Background: an optimization exercise with open tools, aiming at a short achievable clock period and few clock cycles per item. Do not read the settings as production practice.
Only simulation tests tie the RTL to the original design; equivalence was not proved.

File: design/flow/run.sh
#!/bin/bash
# synth_recipe.tcl (not shown) runs the flow's synth.tcl, then flattens the netlist and writes it again
# the make line also repeats each setting of config.mk as NAME=value (left out here)
make -C /OpenROAD-flow-scripts/flow DESIGN_CONFIG=/design/flow/config.mk WORK_HOME=/design/flow/orfs CLKGATE_MAP_FILE= SYNTH_SCRIPT=/design/flow/synth_recipe.tcl finish
File: design/flow/config.mk
export PLATFORM = sky130hd
export DESIGN_NAME = sce_line_filter
export DESIGN_NICKNAME = sce_line_filter
export VERILOG_FILES = /design/flow/design.v
export SDC_FILE = /design/flow/constraint.sdc
export NUM_CORES = 4
export LEC_CHECK = 0
export CAP_MARGIN = 20
export CORE_MARGIN = 2
export CORE_UTILIZATION = 40
export SLEW_MARGIN = 20
File: design/flow/constraint.sdc
create_clock -name core_clock -period 20.0 [get_ports {clk}]
set_input_delay 4.0000 -clock core_clock [delete_from_list [all_inputs] [get_ports {clk}]]
set_output_delay 4.0000 -clock core_clock [all_outputs]
set_load 0.01 [all_outputs]
File: design/flow/design.v
module sce_line_filter (
    input  wire        clk,
    input  wire        rst,         
    input  wire        start,
    input  wire [15:0] len,         
    input  wire [31:0] radius,      
    input  wire        fp_mode,     
    output wire        idle,
    input  wire        in_valid,
    input  wire [31:0] in_data,
    output wire        in_ready,
    output reg         out_valid,
    output reg  [31:0] out_data,
    input  wire        out_ready
);
    localparam integer NTAPS  = 17;
    localparam integer HALF   = 8;
    localparam integer KTOTAL = 754;
    localparam [NTAPS*8-1:0] KROM = {
        8'd9,  8'd16, 8'd24, 8'd35, 8'd47, 8'd59, 8'd70, 8'd77,
        8'd80,
        8'd77, 8'd70, 8'd59, 8'd47, 8'd35, 8'd24, 8'd16, 8'd9
    };
    reg        busy;
    reg [15:0] len_r;
    reg [31:0] radius_r;
    reg        fp_r;
    reg [16:0] steps;      
    reg        win_has;    
    reg [31:0] win [0:NTAPS-1];
    wire [16:0] total_steps = {1'b0, len_r} + HALF;
    wire        more_steps  = busy && (steps < total_steps);
    wire        padding     = steps >= {1'b0, len_r};
    wire out_free = !out_valid || out_ready;
    wire emit     = win_has && out_free;
    wire win_free = !win_has || emit;
    assign in_ready = more_steps && !padding && win_free;
    wire   step     = more_steps && win_free && (padding || in_valid);
    wire [31:0] new_word = padding ? 32'd0 : in_data;
    assign idle = !busy;
    wire [16:0] cpos = steps - (HALF + 1);
    wire fast = !fp_r
             && ({16'd0, radius_r} < {16'd0, cpos})
             && ({16'd0, cpos} + {17'd0, radius_r} < {32'd0, len_r});
    wire [31:0] conv_word;
    genvar c, k;
    generate
        for (c = 0; c < 4; c = c + 1) begin : g_chan
            wire [17:0] prod [0:NTAPS-1];
            wire [17:0] acc  [0:NTAPS];
            assign acc[0] = 18'd0;
            for (k = 0; k < NTAPS; k = k + 1) begin : g_tap
                assign prod[k] = win[k][31-8*c -: 8] * KROM[8*k +: 8];
                assign acc[k+1] = acc[k] + prod[k];
            end
            wire [17:0] quot = acc[NTAPS] / KTOTAL;
            assign conv_word[31-8*c -: 8] = quot[7:0];
        end
    endgenerate
    integer i;
    always @(posedge clk) begin
        if (rst) begin
            busy      <= 1'b0;
            win_has   <= 1'b0;
            out_valid <= 1'b0;
            steps     <= 17'd0;
        end else begin
            if (idle && start && len != 16'd0) begin
                busy     <= 1'b1;
                len_r    <= len;
                radius_r <= radius;
                fp_r     <= fp_mode;
                steps    <= 17'd0;
                win_has  <= 1'b0;
                for (i = 0; i < NTAPS; i = i + 1)
                    win[i] <= 32'd0;
            end else begin
                if (step) begin
                    for (i = 0; i < NTAPS - 1; i = i + 1)
                        win[i] <= win[i+1];
                    win[NTAPS-1] <= new_word;
                    steps        <= steps + 17'd1;
                end
                if (step && steps >= HALF)
                    win_has <= 1'b1;
                else if (emit)
                    win_has <= 1'b0;
                if (emit) begin
                    out_valid <= 1'b1;
                    out_data  <= fast ? win[HALF] : conv_word;
                end else if (out_ready) begin
                    out_valid <= 1'b0;
                end
                if (busy && !more_steps && !win_has && out_free)
                    busy <= 1'b0;
            end
        end
    end
endmodule
==> flow_summary.toml <==
[sta]
finalCritPeriodShare = 0.881
tightest_slew_ns = 1.12
max_freq_mhz = 56.8
relSlewSlack = 0.245
min_period_ns = 17.62
maxSlewViolCount = 0
skew_ns = 0.0772
fin_tns_setup_ns = 0
rsz0062_at_grt = "false"
setup_viol = 0
worst_slack_ns = 2.38
hold_viol = 0

[worst_setup_path]
crit_fanout = 16
reg2reg_depth = 55
r2r_start = "win[10][30]$_SDFFCE_PP0P_"
crit_top_cell = "fa_1"
rr_endpoint = "out_data[24]$_DFFE_PP_"
worst_setup_path_end_kind = "flop"
cp.arrival_ns = 18.10
critical_path_class = "reg -> reg"
reg2reg_setup_slack_ns = 2.38
worstSetupStartpointType = "flop"
required_ns = 20.48
cp_slowest_cell = "a21oi_1"
slowest_delay_ns = 0.71

[min_path]
holdPathEnd = "out_valid$_SDFFE_PP0P_"
hold_class = "reg -> reg"
holdPathStages = 2
hold_start = "out_valid$_SDFFE_PP0P_"

[global_routing]
grt_max_degree = 141
grt_pass1_wl_um = 397000
grtUsageTotal = 0.217
overflow = 0
antenna_found_initial = 11
grt_pass1_vias = 67500

[final_layout]
fillers = 22100
stdcell_area_um2 = 101000
drive_above_1_share = 0.0417
flow.area_growth_from_synthesis_pct = 8.17
fin_util = 0.435
fin_nets = 11800

[placed_design]
io_buffers = 120
dp_hpwl_um = 211000
placed_cell_area_um2 = 98400
place_congestion = 0.920
dp_slack_ns = 2.43

[cts]
insertion_delay_ns = 0.77
tritoncts = "yes"
postCtsSetupBuffers = 0
clockBufferDepth = 3
clk_pin_slew_worst_paths_ns = 0.06
ctsHoldBuffers = 0
clockRootBuffer = "clkbuf_16"
cts.sinks = 645
cts_max_level = 3
cts_made_buffers = 86
post_cts_resized = 0

[floorplan]
ios = 121
core-area_um2 = 233000
fp-row-count = 177
die_area_um2 = 238000
start_util = 0.403
die_x_um = 488
dieHeight_um = 488

[yosys]
avgSynthCellArea_um2 = 10.6
synth_top_cell_by_area = "fa_1"
synthArstFlopShare = 0
ys_warn_count = 2
synth-seq-cells = 645
postSynthCellCount = 8876
synthFlopType = "edfxtp_1"
synth_area_leaders = "fa_1 (31%), edfxtp_1 (20%), ha_1 (17%)"
synth_top_area_frac = 0.305
synth.yosys.seq_area_share = 0.205
yosysUniqueCellTypes = 138
synthesis.area_um2 = 93700
synth_nets = 11700
synth_edf_count = 625

[drt]
drc = 0
drt-initial-drc-count = 3773
viasPerCell = 5.14
ant_nets = 0
routed-via-count = 62500
wire_per_inst_um = 20.6
first_pass_iters = 6
wirelength_um = 250000

[run_status]
run_status = "no timing/DRC/antenna violations"

[run]
cap_violations = 0
==> registers in the layout, indices dropped and copies added (netlist names) <==
register	cells
win	544
len_r	16
out_valid	1
busy	1
steps	17
radius_r	32
win_has	1
out_data	32
fp_r	1
==> worst max-delay path by stage <==
stage / startpoint / depth (start not counted) / endpoint
2_1_floorplan: win[6][30]$_SDFFCE_PP0P_ / 59 / out_data[24]$_DFFE_PP_
6_report: win[10][30]$_SDFFCE_PP0P_ / 55 / out_data[24]$_DFFE_PP_
3_3_place_gp: win[10][6]$_SDFFCE_PP0P_ / 53 / out_data[1]$_DFFE_PP_
4_1_cts: win[10][30]$_SDFFCE_PP0P_ / 55 / out_data[24]$_DFFE_PP_
3_5_place_dp: win[10][30]$_SDFFCE_PP0P_ / 55 / out_data[24]$_DFFE_PP_
5_1_grt: win[10][6]$_SDFFCE_PP0P_ / 54 / out_data[0]$_DFFE_PP_
==> cells by family (layout without fill, tap and decap cells) <==
family | after synthesis | in the layout | synth area share
xor+xnor | 320 | 320 | 0.0304
mux | 71 | 71 | 0.00808
simple gates | 1672 | 1672 | 0.0941
other cells | 0 | 9 | 0
buf+inv | 2228 | 2370 | 0.0902
flops | 645 | 645 | 0.205
fa+ha+maj | 2735 | 2735 | 0.479
compound gates | 1205 | 1205 | 0.0933
==> critical path, delay by kind of cell, from the launching register on <==
kind	cells	cell delay, ns
AOI/OAI and AO/OA	25	6.44
xor gates and xnor gates	1	0.22
adders and majority gates	15	6.34
buffers and inverters	5	0.25
DFF	1	0.48
muxes	2	0.66
and+or+nand+nor	7	2.92
==> cells in the mapped netlist (108+ instances only) <==
| master | n |
|---|---|
| a21oi_1 | 284 |
| and2_1 | 440 |
| clkbuf_1 | 112 |
| edfxtp_1 | 625 |
| fa_1 | 1429 |
| ha_1 | 1292 |
| inv_1 | 2068 |
| nand2_1 | 213 |
| nand3_1 | 108 |
| nor2_1 | 452 |
| o21ai_0 | 161 |
| xnor2_1 | 196 |
| xor2_1 | 118 |
==> layer usage <==
layer  global-route usage  routed length (um)
met5                    0                   0
met4               0.0538                6850
met3               0.0218                9480
met2                0.375              124000
met1                0.290              110000
==> metrics by stage <==
step | hold WS, ns | std cells
floorplan | 0.476 | 8876
global placement | 0.503 | 12000
detailed placement | 0.512 | 12000
CTS | 0.531 | 12200
global route | 0.565 | 12200
finish | 0.521 | 12200
==> final cells by class <==
cell class	instances	area (um^2)	area share
clock buffers	95	2190	0.0216
clock inverters	64	767	0.00757
multi-input cells	6003	66200	0.653
diodes	9	22.5	0.000222
repair buffers	143	1390	0.0137
inverters	2068	7760	0.0766
flip-flops and latches	645	19200	0.189
well taps	3132	3920	0.0387
==> cells in the final DEF, fill, tap and decap left out, drive strengths merged, types with 18 or more instances in the layout <==
cell type and n:
o21ai 194, xor2 121, ha 1292, mux2i 40, edfxtp 625, a21boi 20
nor4 35, nor2 453, o21a 29, clkinv 37, o211ai 63, nand3 112
nor2b 40, nor3 99, nand2b 49, clkbuf 95, o2111ai 18, a21o 103
dfxtp 20, and3 39, or2 35, nand2 215, a31oi 48, clkdlybuf4s50 120
or3 39, o31ai 30, inv 2077, fa 1429, and2 441, a211oi 52
a211o 24, a21oi 301, mux2 31, o22ai 19, buf 23, nand4 44
xnor2 199, o211a 19, o21bai 67
Testbench counts, summed over its fixed seeds: cycles 11,662, items 10,254.

-- separate check: timing with driven ports --
The flow's constraints put no driver on any port. The routed layout listed below was extracted and timed again, unchanged, in two steps. Step 1 assumes that a clkbuf_16 drives the clock port and a buf_2 every other input. Step 2 adds t to the input delays and takes it off the output delays; t is the mean of the earliest and latest rising clock arrival at the registers after step 1. Input paths then give back, and output paths get back, about the clock's delay inside the block. a / b / c = ideal / step 1 / step 2; a / b = the first two.
t, ns: 0.814
setup slack, ns: 2.380 / 2.380 / 2.380
worst setup path at the end: register to register
worst slew at a driven data input, ns: 0.12
pins driven straight from the clock port: 1
After both steps setup and hold are still met in this run. The setup slack of this run moves by 0.000 ns with the drivers and by 0.000 ns with both steps.
